This is an optimization exercise on Yosys and OpenROAD, whose aim is small area, not a production implementation.
At most, simulation tests tie the RTL to the original design; equivalence was not proved.
Power figures rest on the tool's default switching activity, not on a simulated workload.

==> inputs of v22 <==
==> flow/design.v <==
module oac_core (
    input  wire        clk,
    input  wire        rst,           
    output wire        mem_req,
    output wire        mem_we,
    output wire [6:0]  mem_addr,
    output wire [31:0] mem_wdata,
    input  wire        mem_ack,
    input  wire [31:0] mem_rdata,
    output wire        halted,
    output wire        faulted,
    output wire [1:0]  fault_kind,
    output wire [31:0] fault_value,
    output wire [31:0] pc_out,
    output wire [31:0] x0_out,
    output wire [31:0] x1_out,
    output wire [31:0] x2_out,
    output wire [31:0] x3_out,
    output wire [1:0]  flags_out,
    output wire [31:0] stk_top_out
);
    localparam [3:0] S_FETCH  = 4'd0,    
                     S_OP1    = 4'd1,    
                     S_OP2    = 4'd2,    
                     S_RETRD  = 4'd3,    
                     S_PASS   = 4'd4,    
                     S_WRITE  = 4'd5,    
                     S_CWRITE = 4'd6,    
                     S_FPM    = 4'd7,    
                     S_FPS    = 4'd8,    
                     S_FPC    = 4'd9,    
                     S_END    = 4'd10;
    localparam [4:0] E_OOB = 5'b00000, E_BADREG = 5'b00001, E_OVF = 5'b00010,
                     E_UNF = 5'b00011, E_FETCH = 5'b00100, E_CALLF = 5'b10100,
                     E_HALT = 5'b01000;
    reg [3:0]  st;
    reg [31:0] x0, x1, x2, x3, fv;
    reg [6:0]  pc;
    reg        pc7;             
    reg [6:0]  A;               
    reg [4:0]  sp;              
    reg [4:0]  ir;
    reg [1:0]  ra;              
    reg        fz, fn;
    reg        cy;
    reg        pend;            
    reg [4:0]  k;               
    wire [31:0] rd  = mem_rdata;
    wire        ack = mem_ack;
    wire z25    = ~|rd[31:7];
    wire rd_reg = z25 & ~|rd[6:2];
    wire rd_op  = z25 & ~|rd[6:5] & (rd[4:0] <= 5'd20);
    wire [7:0] inc8 = {1'b0, A} + 8'd1;
    wire [4:0] k_n = {k[3:0], k[4] ^ k[2] ^ ~|k[3:0]};
    wire k31    = (k == 5'd16);
    wire k0     = (k == 5'd0);
    wire is_rr   = (ir == 5'd9) | (ir == 5'd12) | (ir == 5'd13) | (ir == 5'd18);
    wire is_rm   = (ir == 5'd16) | (ir == 5'd17);
    wire is_data = (ir == 5'd0) | (ir == 5'd1) | (ir == 5'd5) | (ir == 5'd6) | (ir == 5'd15);
    wire is_ldi  = (ir == 5'd7);
    wire is_call = (ir == 5'd10);
    wire taken   = (ir == 5'd2) | (((ir == 5'd3) | (ir == 5'd19)) & fz) |
                   (((ir == 5'd14) | (ir == 5'd20)) & ~fz) | ((ir == 5'd4) & fn);
    wire p_mem   = (ir == 5'd0) | (ir == 5'd1) | (ir == 5'd5) | (ir == 5'd7) |
                   (ir == 5'd15) | is_rm;
    wire p_usea  = ~((ir == 5'd5) | (ir == 5'd7) | (ir == 5'd15));
    wire p_bx    = (ir == 5'd12) | (ir == 5'd13) | (ir == 5'd18);
    wire p_sub   = (ir == 5'd1) | (ir == 5'd13) | (ir == 5'd17) | (ir == 5'd18);
    wire p_cin   = (ir == 5'd8) | (ir == 5'd15);
    wire p_flags = (ir == 5'd0) | (ir == 5'd1) | (ir == 5'd8) | p_bx;
    wire p_fv    = (ir == 5'd6) | (ir == 5'd15);
    wire p_x     = ~(p_fv | (ir == 5'd18));
    wire [1:0] aidx = (is_rr | is_rm) ? ra : 2'd0;
    wire [1:0] didx = is_rm ? ra : (is_rr ? A[1:0] : 2'd0);
    wire in_pass = (st == S_PASS);
    wire in_fpm  = (st == S_FPM) | (st == S_FPS);
    wire in_fp   = in_fpm | (st == S_FPC);
    wire memsrc  = (in_pass & p_mem) | in_fpm;
    wire step    = (in_pass | in_fp) & (~memsrc | ack);
    wire last    = step & k31;
    wire [31:0] rdp = {rd[14], rd[15], rd[25], rd[16], rd[22], rd[26], rd[10], rd[17], rd[23], rd[8], rd[27], rd[29], rd[11], rd[5], rd[18], rd[31], rd[13], rd[24], rd[21], rd[9], rd[7], rd[28], rd[4], rd[30], rd[12], rd[20], rd[6], rd[3], rd[19], rd[2], rd[1], rd[0]};
    wire mbit = rdp[k];
    reg  xa, xb;
    always @(*) begin
        case (aidx)
            2'd0: xa = x0[0];
            2'd1: xa = x1[0];
            2'd2: xa = x2[0];
            default: xa = x3[0];
        endcase
        case (A[1:0])
            2'd0: xb = x0[0];
            2'd1: xb = x1[0];
            2'd2: xb = x2[0];
            default: xb = x3[0];
        endcase
    end
    wire cbit = (k == 5'd11 & ir[1:0] == 2'd0) | (((k == 5'd18) | (k == 5'd5)) & ir[1]) |
                (k == 5'd9 & ir[1:0] == 2'd3);
    wire abit = in_pass & p_usea & xa & ~pend;
    wire braw = memsrc ? mbit : (in_pass ? (p_bx & xb & ~pend) : cbit);
    wire bbit = braw ^ (in_pass & p_sub);
    wire c0   = k0 ? (in_pass & (p_sub | p_cin)) : cy;
    wire sum  = abit ^ bbit ^ c0;
    wire cout = (abit & bbit) | (abit & c0) | (bbit & c0);
    wire wx   = in_pass & p_x;
    wire h0   = (wx & didx == 2'd0) ? sum : (x0[0] & ~pend);
    wire h1   = (wx & didx == 2'd1) ? sum : (x1[0] & ~pend);
    wire h2   = (wx & didx == 2'd2) ? sum : (x2[0] & ~pend);
    wire h3   = (wx & didx == 2'd3) ? sum : (x3[0] & ~pend);
    wire hf   = (in_fp | (in_pass & p_fv)) ? sum : fv[0];
    wire single = (st == S_FETCH) | (st == S_OP1) | (st == S_OP2) | (st == S_RETRD) |
                  (st == S_WRITE) | (st == S_CWRITE);
    wire usesp  = (st == S_RETRD) | (st == S_FPS) | (st == S_CWRITE);
    wire g      = ((st == S_END) & ir[2]) | (st == S_WRITE);
    assign mem_req   = (single & ~ack) | (memsrc & ~(ack & k31));
    assign mem_we    = (st == S_WRITE) | (st == S_CWRITE);
    assign mem_addr  = usesp ? {2'b11, sp} : A;
    assign mem_wdata = {fv[31:8] & {24{g}}, (st == S_CWRITE) ? inc8 : fv[7:0]};
    assign halted      = (st == S_END) & ir[3];
    assign faulted     = (st == S_END) & ~ir[3];
    assign fault_kind  = ir[1:0];
    assign fault_value = fv;
    assign pc_out      = {fv[31:7] & {25{g}}, pc};
    assign x0_out      = x0;
    assign x1_out      = x1;
    assign x2_out      = x2;
    assign x3_out      = x3;
    assign flags_out   = {fn, fz};
    assign stk_top_out = {25'd0, 2'b11, sp};
    wire e_f  = (st == S_FETCH)  & ack;
    wire e_1  = (st == S_OP1)    & ack;
    wire e_2  = (st == S_OP2)    & ack;
    wire e_r  = (st == S_RETRD)  & ack;
    wire e_w  = (st == S_WRITE)  & ack;
    wire e_cw = (st == S_CWRITE) & ack;
    wire e_p  = in_pass & last;
    wire e_fp = in_fp & last;
    wire f_inc  = (rd[4:0] == 5'd8);
    wire f_ret  = (rd[4:0] == 5'd11);
    wire sp_top = (sp == 5'd16);
    wire sp_bot = (sp == 5'd0);
    wire is_3w  = is_rr | is_rm;
    wire is_jmp = ~(is_3w | is_data | is_ldi | is_call);
    wire f_ok   = ~pc7 & rd_op;
    wire f_fpc  = ~f_ok | (f_ret ? sp_top : (~f_inc & inc8[7]));
    wire [4:0] f_code = pc7 ? E_FETCH : (~rd_op ? E_HALT : (f_ret ? E_UNF : E_OOB));
    wire o1_fpm = (is_3w & ~rd_reg) | (is_data & ~z25) | ((is_call & ~sp_bot | is_jmp & taken) & ~z25);
    wire o1_fpc = (is_3w & rd_reg & inc8[7]) | (is_call & sp_bot);
    wire [4:0] o1_code = is_3w ? (rd_reg ? E_OOB : E_BADREG) :
                         is_data ? E_OOB :
                         is_call ? (sp_bot ? E_OVF : E_CALLF) : E_FETCH;
    wire o1_pass = (is_data & z25) | is_ldi;
    wire o1_jnt  = is_jmp & ~taken;
    wire o1_tgt  = (is_call & ~sp_bot) | (is_jmp & taken);
    wire o2_ok   = is_rr ? rd_reg : z25;
    wire to_fault = (e_f & f_fpc) | (e_1 & (o1_fpm | o1_fpc)) | (e_2 & ~o2_ok) | (e_r & ~z25);
    wire [4:0] code = e_f ? f_code : (e_1 ? o1_code : ((e_2 & is_rr) ? E_BADREG :
                      (e_2 ? E_OOB : E_FETCH)));
    wire pc_rd  = (e_1 & o1_tgt) | e_r;
    wire pc_inc = (e_f & f_ok & f_inc) | (e_1 & (o1_pass | o1_jnt)) | (e_2 & o2_ok);
    wire a_inc  = e_f | (e_1 & ((is_3w & rd_reg) | o1_jnt));
    wire a_rd   = (e_1 & (is_data | is_jmp & taken) & z25) | (e_2 & o2_ok) | (e_r & z25);
    wire a_pc   = (e_p & ~p_fv) | e_w | e_cw;
    wire sp_dec = e_1 & is_call & ~sp_bot;
    wire sp_inc = (e_r & z25) | (e_fp & (st == S_FPS));
    wire [4:0] sp_x = sp ^ {5{sp_dec}};
    wire [4:0] sp_t = {5{sp_dec | sp_inc}} & {&sp_x[3:0], &sp_x[2:0], &sp_x[1:0], sp_x[0], 1'b1};
    reg [3:0] st_n;
    always @(*) begin
        st_n = st;
        if (e_f)
            st_n = f_fpc ? S_FPC : (f_inc ? S_PASS : (f_ret ? S_RETRD : S_OP1));
        if (e_1)
            st_n = o1_fpm ? S_FPM : (o1_fpc ? S_FPC : (is_3w ? S_OP2 :
                   (o1_pass ? S_PASS : (is_call ? S_CWRITE : S_FETCH))));
        if (e_2)
            st_n = o2_ok ? S_PASS : S_FPM;
        if (e_r)
            st_n = z25 ? S_FETCH : S_FPS;
        if (e_p)
            st_n = p_fv ? S_WRITE : S_FETCH;
        if (e_w)
            st_n = S_FETCH;
        if (e_cw)
            st_n = ir[1] ? S_FETCH : S_END;
        if (e_fp)
            st_n = ir[4] ? S_CWRITE : S_END;
    end
    always @(posedge clk) begin
        if (step) begin
            x0 <= {h0, x0[31:1]};
            x1 <= {h1, x1[31:1]};
            x2 <= {h2, x2[31:1]};
            x3 <= {h3, x3[31:1]};
            fv <= {hf, fv[31:1]};
            cy <= cout;
        end
        if (e_1)
            ra <= rd[1:0];
        if (e_f | to_fault)
            ir <= to_fault ? code : rd[4:0];
    end
    always @(posedge clk) begin
        if (rst) begin
            st   <= S_FETCH;
            pc   <= 7'd0;
            pc7  <= 1'b0;
            A    <= 7'd0;
            sp   <= 5'd16;
            fz   <= 1'b0;
            fn   <= 1'b0;
            pend <= 1'b1;
            k    <= 5'd0;
        end else begin
            st <= st_n;
            if (step) begin
                k <= k_n;
                if (in_pass & p_flags) begin
                    fz <= ~sum & (k0 | fz);
                    fn <= sum;
                end
            end
            if (e_p | e_fp)
                pend <= 1'b0;
            if (pc_rd | pc_inc)
                {pc7, pc} <= pc_rd ? {1'b0, rd[6:0]} : inc8;
            if (a_inc | a_rd | a_pc)
                A <= a_inc ? inc8[6:0] : (a_rd ? rd[6:0] : pc);
            sp <= sp ^ sp_t;
        end
    end
endmodule
==> flow/flow/run.sh <==
#!/bin/bash
set -euo pipefail
here=$(pwd)
{
  echo "proc abc {args} { set i [lsearch \$args -script]; if {\$i >= 0} { lset args [expr {\$i+1}] $here/flow/area.abc }; yosys abc {*}\$args }"
  cat synth_recipe.tcl
} > flow/area_synth.tcl
export BUFFER_PORTS_ARGS="-buffer_cell sky130_fd_sc_hd__buf_1"
export CTS_ARGS="-sink_clustering_enable -repair_clock_nets -buf_list {sky130_fd_sc_hd__clkbuf_8} -sink_clustering_size 12 -dont_use_dummy_load"
bash standard.sh SYNTH_SCRIPT=$here/flow/area_synth.tcl finish > standard.log 2>&1
==> flow/flow/area.abc <==
strash
dch -f
amap -m
topo
==> flow/standard.sh <==
#!/bin/bash
# synth_recipe.tcl (not shown) runs the flow's synth.tcl, then flattens the netlist and writes it again
# the make line also repeats each setting of config.mk as NAME=value (left out here)
make -C /OpenROAD-flow-scripts/flow DESIGN_CONFIG=/design/flow/config.mk WORK_HOME=/design/flow/orfs CLKGATE_MAP_FILE= SYNTH_SCRIPT=/design/flow/synth_recipe.tcl "${@:-finish}"
==> flow/config.mk <==
export PLATFORM = sky130hd
export DESIGN_NAME = oac_core
export DESIGN_NICKNAME = oac_core
export VERILOG_FILES = /design/flow/design.v
export SDC_FILE = /design/flow/constraint.sdc
export NUM_CORES = 4
export LEC_CHECK = 0
export ABC_AREA = 1
export CAP_MARGIN = 20
export CORE_MARGIN = 2
export CORE_UTILIZATION = 65
export SLEW_MARGIN = 20
==> flow/constraint.sdc <==
create_clock -name core_clock -period 10.0 [get_ports {clk}]
set_input_delay 2.0000 -clock core_clock [delete_from_list [all_inputs] [get_ports {clk}]]
set_output_delay 2.0000 -clock core_clock [all_outputs]
set_load 0.01 [all_outputs]
==> inputs of v30, as changes to v22 <==
--- a/flow/design.v
+++ b/flow/design.v
@@ -165,6 +165,4 @@
     wire sp_dec = e_1 & is_call & ~sp_bot;
     wire sp_inc = (e_r & z25) | (e_fp & (st == S_FPS));
-    wire [4:0] sp_x = sp ^ {5{sp_dec}};
-    wire [4:0] sp_t = {5{sp_dec | sp_inc}} & {&sp_x[3:0], &sp_x[2:0], &sp_x[1:0], sp_x[0], 1'b1};
     reg [3:0] st_n;
     always @(*) begin
@@ -228,5 +226,6 @@
             if (a_inc | a_rd | a_pc)
                 A <= a_inc ? inc8[6:0] : (a_rd ? rd[6:0] : pc);
-            sp <= sp ^ sp_t;
+            if (sp_dec | sp_inc)
+                sp <= sp_dec ? sp - 5'd1 : sp + 5'd1;
         end
     end
==> flow/flow/run.sh (replaced) <==
#!/bin/bash
set -euo pipefail
export BUFFER_PORTS_ARGS="-buffer_cell sky130_fd_sc_hd__buf_1"
export CTS_ARGS="-sink_clustering_enable -repair_clock_nets -buf_list {sky130_fd_sc_hd__clkbuf_8} -sink_clustering_size 12 -dont_use_dummy_load"
export RECOVER_POWER=100
bash standard.sh finish > standard.log 2>&1
removed: flow/flow/area.abc
==> qor summary <==
metric	v22	v30
Routing usage on met1	45.44%	39.43%
Delay of the slowest cell on the worst path	0.88 ns	2.76 ns
Crit. path cell count	12	11
Buffering stage count on the worst path with inverters included	2	3
Core area	0.01314 mm²	0.01399 mm²
Final-layout fill cell count	864	1007
Met2 Track Usage GR	56.90%	52.83%
Synthesis-to-layout area growth	14.14%	11.50%
ClkCell Share	2.369%	2.240%
Critical Path Start	mem_rdata[8]	mem_ack
Initial core utilization	65.87%	66.98%
Iteration-0 DRC Markers	800	780
Total instance count after detailed placement	1175	1360
Post-Layout Inst Area	0.009877 mm²	0.01045 mm²
WL final	24520 µm	24590 µm
Fraction of the mapped netlist area in adder cells	0.8097%	1.362%
Status	no timing/DRC/antenna violations	complete, but fails checks
Violated checks	-	max-capacitance violations, max-slew violations
Vias/cell	6.081	5.551
Largest voltage drop on the vdd net	0.1335 mV	0.2381 mV
Cell with the largest stage delay on the worst path	sky130_fd_sc_hd__o21ai_0	sky130_fd_sc_hd__clkinvlp_2
Worst r2r dst	A[1]	st[0]
Highest achievable clock rate	175.4 MHz	143.3 MHz
Power per cell area	209.6 mW/mm²	306.3 mW/mm²
Combinational Power Share	24.8%	36.7%
Top-count cell post-synth	sky130_fd_sc_hd__edfxtp_1	sky130_fd_sc_hd__nand2_1
The RTL of v30 was laid out without a check of its function.

static timing again, ports no longer ideal:
The flow's constraints put no driver on any port. The routed layouts listed below were extracted and timed again, unchanged, in two steps. Step 1 sets driving cells, clkbuf_16 on the clock port and buf_2 on the other inputs (assumed; they add their load-dependent delay and slew). Step 2 adds t to the input delays and takes it off the output delays; t is the mean of the earliest and latest rising clock arrival at the registers after step 1. Input paths then give back, and output paths get back, about the clock's delay inside the block. Slacks: ideal / step 1 / step 2; pairs: ideal / step 1.
| run | t (ns) | setup slack, ns | worst setup path at the end |
|---|---|---|---|
| v22 | 0.498 | 4.299 / 4.315 / 3.817 | input to register |
| v30 | 0.499 | 3.020 / 3.025 / 2.525 | input to register |
For v30, which loses most, drivers alone change the setup slack by +0.005 ns; drivers and shift together by -0.495 ns.
